From an optimization exercise on the open Yosys and OpenROAD flow, aimed at small area, a short achievable clock period and few clock cycles per item; shortcuts taken in it are not production practice. The RTL was checked by simulation tests, not by an equivalence proof against the original design. Power is estimated from default activity; no workload was simulated.

==> flow/design.v <==
module md5_core (
    input  wire         clk,
    input  wire         rst,       
    input  wire         init,
    input  wire         start,
    input  wire [511:0] block,
    output wire         ready,
    output reg          done,
    output wire [127:0] digest
);
    localparam [31:0] IV_A = 32'h67452301,
                      IV_B = 32'hefcdab89,
                      IV_C = 32'h98badcfe,
                      IV_D = 32'h10325476;
    reg          rdy;       
    reg          busy;      
    reg          setup;     
    reg          fin;       
    reg          pend;      
    reg  [5:0]   t;         
    reg  [511:0] m;
    reg  [31:0]  b, c, d;
    reg  [31:0]  u, v;
    reg  [31:0]  pre;
    reg  [31:0]  h0, h1, h2, h3;
    reg  [1:0]   rsel;      
    reg  [1:0]   isel;      
    reg          s61, s62;  
    reg          last;      
    assign ready = rdy;
    wire take_start = rdy && start;
    wire take_init  = rdy && init;
    wire step_next  = busy && !last;    
    wire [31:0] x [0:15];
    genvar gj;
    generate
        for (gj = 0; gj < 16; gj = gj + 1) begin : g_x
            assign x[gj] = {m[511-8*(4*gj+3) -: 8], m[511-8*(4*gj+2) -: 8],
                            m[511-8*(4*gj+1) -: 8], m[511-8*(4*gj)   -: 8]};
        end
    endgenerate
    localparam [2047:0] KTAB = 2048'heb86d3912ad7d2bbbd3af235f7537e824e0811a1a3014314fe2ce6e06fa87e4f85845dd1ffeff47d8f0ccc92655b59c3fc93a039ab9423a7432aff97f4292244c4ac56651fa27cf8e6db99e5d9d4d03904881d05d4ef3085eaa127fa289b7ec6bebfbc70f6bb4b604bdecfa9a4beea44fde5380c6d9d61228771f681fffa39428d2a4c8a676f02d9fcefa3f8a9e3e905455a14edf4d50d87c33707d621e1cde6e7d3fbc8d8a1e68102441453d62f105de9b6c7aa265e5a51c040b340f61e256249b40821a679438efd9871936b901122895cd7beffff5bb18b44f7af698098d8fd469501a83046134787c62af57c0fafc1bdceee242070dbe8c7b756d76aa478;
    wire [5:0]  t_nx = step_next ? t + 6'd1 : 6'd0;
    reg  [31:0] kt;                  
    reg  [3:0]  gt;
    always @(*) begin
        case (t)
            6'd0: gt = 4'd0;
            6'd1: gt = 4'd1;
            6'd2: gt = 4'd2;
            6'd3: gt = 4'd3;
            6'd4: gt = 4'd4;
            6'd5: gt = 4'd5;
            6'd6: gt = 4'd6;
            6'd7: gt = 4'd7;
            6'd8: gt = 4'd8;
            6'd9: gt = 4'd9;
            6'd10: gt = 4'd10;
            6'd11: gt = 4'd11;
            6'd12: gt = 4'd12;
            6'd13: gt = 4'd13;
            6'd14: gt = 4'd14;
            6'd15: gt = 4'd15;
            6'd16: gt = 4'd1;
            6'd17: gt = 4'd6;
            6'd18: gt = 4'd11;
            6'd19: gt = 4'd0;
            6'd20: gt = 4'd5;
            6'd21: gt = 4'd10;
            6'd22: gt = 4'd15;
            6'd23: gt = 4'd4;
            6'd24: gt = 4'd9;
            6'd25: gt = 4'd14;
            6'd26: gt = 4'd3;
            6'd27: gt = 4'd8;
            6'd28: gt = 4'd13;
            6'd29: gt = 4'd2;
            6'd30: gt = 4'd7;
            6'd31: gt = 4'd12;
            6'd32: gt = 4'd5;
            6'd33: gt = 4'd8;
            6'd34: gt = 4'd11;
            6'd35: gt = 4'd14;
            6'd36: gt = 4'd1;
            6'd37: gt = 4'd4;
            6'd38: gt = 4'd7;
            6'd39: gt = 4'd10;
            6'd40: gt = 4'd13;
            6'd41: gt = 4'd0;
            6'd42: gt = 4'd3;
            6'd43: gt = 4'd6;
            6'd44: gt = 4'd9;
            6'd45: gt = 4'd12;
            6'd46: gt = 4'd15;
            6'd47: gt = 4'd2;
            6'd48: gt = 4'd0;
            6'd49: gt = 4'd7;
            6'd50: gt = 4'd14;
            6'd51: gt = 4'd5;
            6'd52: gt = 4'd12;
            6'd53: gt = 4'd3;
            6'd54: gt = 4'd10;
            6'd55: gt = 4'd1;
            6'd56: gt = 4'd8;
            6'd57: gt = 4'd15;
            6'd58: gt = 4'd6;
            6'd59: gt = 4'd13;
            6'd60: gt = 4'd4;
            6'd61: gt = 4'd11;
            6'd62: gt = 4'd2;
            6'd63: gt = 4'd9;
        endcase
    end
    wire [31:0] f     = (b & u) | (~b & v);
    wire [31:0] sum   = pre + f;
    wire [31:0] rq0 = isel[1] ? (isel[0] ? {sum[9:0], sum[31:10]} : {sum[14:0], sum[31:15]})
                           : (isel[0] ? {sum[19:0], sum[31:20]} : {sum[24:0], sum[31:25]});
    wire [31:0] rq1 = isel[1] ? (isel[0] ? {sum[11:0], sum[31:12]} : {sum[17:0], sum[31:18]})
                           : (isel[0] ? {sum[22:0], sum[31:23]} : {sum[26:0], sum[31:27]});
    wire [31:0] rq2 = isel[1] ? (isel[0] ? {sum[8:0], sum[31:9]} : {sum[15:0], sum[31:16]})
                           : (isel[0] ? {sum[20:0], sum[31:21]} : {sum[27:0], sum[31:28]});
    wire [31:0] rq3 = isel[1] ? (isel[0] ? {sum[10:0], sum[31:11]} : {sum[16:0], sum[31:17]})
                           : (isel[0] ? {sum[21:0], sum[31:22]} : {sum[25:0], sum[31:26]});
    wire [31:0] rot   = (rsel[1] ? (rsel[0] ? rq3 : rq2) : (rsel[0] ? rq1 : rq0))
                      | ({32{fin}} & b);
    wire [31:0] hsel  = s61 ? h0 : s62 ? h3 : h2;
    wire [31:0] hsum  = hsel + b;
    wire [31:0] a0 = pend ? IV_A : h0;
    wire [31:0] b0 = pend ? IV_B : h1;
    wire [31:0] c0 = pend ? IV_C : h2;
    wire [31:0] d0 = pend ? IV_D : h3;
    wire [31:0] b_new = (fin ? h1 : setup ? b0 : b) + rot;
    wire [31:0] cn = setup ? c0 : b;
    wire [31:0] dn = setup ? d0 : c;
    reg  [31:0] u_next, v_next;
    always @(*) begin
        case (t[5:4])
            2'd0:    begin u_next = cn;         v_next = dn;         end
            2'd1:    begin u_next = cn | dn;    v_next = cn & ~dn;   end
            2'd2:    begin u_next = ~(cn ^ dn); v_next = cn ^ dn;    end
            default: begin u_next = ~cn;        v_next = ~(cn ^ dn); end
        endcase
    end
    wire [31:0] p1 = setup ? a0 : d;
    wire [31:0] p2 = kt;
    wire [31:0] p3 = x[gt];
    wire [31:0] cs_s = p1 ^ p2 ^ p3;
    wire [31:0] cs_c = (p1 & p2) | (p1 & p3) | (p2 & p3);
    wire [31:0] pre_next = cs_s + {cs_c[30:0], 1'b0};
    assign digest = {h0[7:0], h0[15:8], h0[23:16], h0[31:24],
                     h1[7:0], h1[15:8], h1[23:16], h1[31:24],
                     h2[7:0], h2[15:8], h2[23:16], h2[31:24],
                     h3[7:0], h3[15:8], h3[23:16], h3[31:24]};
    always @(posedge clk) begin
        if (rdy)
            m <= block;
        kt  <= KTAB[{t_nx, 5'd0} +: 32];
        pre <= {32{step_next}} & pre_next;
        u   <= {32{step_next}} & u_next;
        v   <= {32{step_next}} & v_next;
        b   <= b_new;
        if (setup) begin
            c <= c0;
            d <= d0;
        end else begin
            c <= b;
            d <= c;
        end
    end
    always @(posedge clk) begin
        if (rst) begin
            rdy   <= 1'b1;
            busy  <= 1'b0;
            setup <= 1'b0;
            fin   <= 1'b0;
            pend  <= 1'b0;
            done  <= 1'b0;
            t     <= 6'd0;
            rsel  <= 2'd0;
            isel  <= 2'd0;
            s61   <= 1'b0;
            s62   <= 1'b0;
            last  <= 1'b0;
            h0    <= IV_A;
            h1    <= IV_B;
            h2    <= IV_C;
            h3    <= IV_D;
        end else begin
            fin  <= last;
            done <= fin;
            t    <= t_nx;
            rsel <= t[5:4];
            isel <= t[1:0];
            s61  <= busy && (t == 6'd61);
            s62  <= s61;
            last <= s62;
            if (take_start) begin
                rdy   <= 1'b0;
                busy  <= 1'b1;
                setup <= 1'b1;
            end else begin
                rdy   <= !busy || last || s62;
                setup <= 1'b0;
                if (last)
                    busy <= 1'b0;
            end
            if (s61)  h0 <= hsum;
            if (s62)  h3 <= hsum;
            if (last) h2 <= hsum;
            if (fin)  h1 <= b_new;
            if (take_init)
                pend <= 1'b1;
            if (pend && !fin) begin
                pend <= 1'b0;
                h0   <= IV_A;
                h1   <= IV_B;
                h2   <= IV_C;
                h3   <= IV_D;
            end
        end
    end
endmodule
Settings: LEC_CHECK=0, ABC_AREA=1, CAP_MARGIN=20, CORE_MARGIN=2, CORE_UTILIZATION=55, CTS_BUF_LIST=sky130_fd_sc_hd__clkbuf_8, SLEW_MARGIN=20; clock period 12.0 ns.
standard.sh (not shown) runs the stock make flow with config.mk's settings and CLKGATE_MAP_FILE= SYNTH_SCRIPT=/design/flow/synth_recipe.tcl, a recipe that flattens the netlist after the stock synthesis.
==> flow/flow/run.sh <==
#!/bin/bash
set -euo pipefail
bash standard.sh "BUFFER_PORTS_ARGS=-buffer_cell sky130_fd_sc_hd__buf_1" \
    SETUP_SLACK_MARGIN=6.7 finish > standard_flow.log 2>&1
Testbench counts at the start, summed over its fixed seeds: cycles 66,640, items 1,024.
Edit:
==> flow/flow/run.sh (replaced) <==
#!/bin/bash
set -euo pipefail
bash standard.sh "BUFFER_PORTS_ARGS=-buffer_cell sky130_fd_sc_hd__buf_1" \
    SETUP_SLACK_MARGIN=7 finish > standard_flow.log 2>&1
Via count barely changes.
Area after synthesis stays the same.
Clock power is about the same.

==> port drivers added, routing unchanged <==
The results above use ideal ports. As a check the final layouts listed here were re-extracted and re-timed, cells and wires unchanged. Step 1 (the two cells are an assumption about what drives the block):
set clk [get_ports {clk}]
set_driving_cell -lib_cell sky130_fd_sc_hd__clkbuf_16 $clk
set_driving_cell -lib_cell sky130_fd_sc_hd__buf_2 [delete_from_list [all_inputs] $clk]
Step 2 times the ports against the registers' clock, not the clock port: input delays grow and output delays shrink by t, the midpoint of the rising clock arrivals with the driver on. a / b / c = ideal ports / drivers / drivers and shift; a / b = the first two.
| run | t, ns | slack for setup (ns) | latest minus earliest clock arrival (ns) | cell pins on the clock port's net |
|---|---|---|---|---|
| the first run | 0.890 | 6.793 / 6.793 / 6.793 | 0.043 / 0.044 | 1 |
| the second run | 0.893 | 7.110 / 7.110 / 7.110 | 0.061 / 0.060 | 1 |
After both steps setup and hold are still met in every run listed.
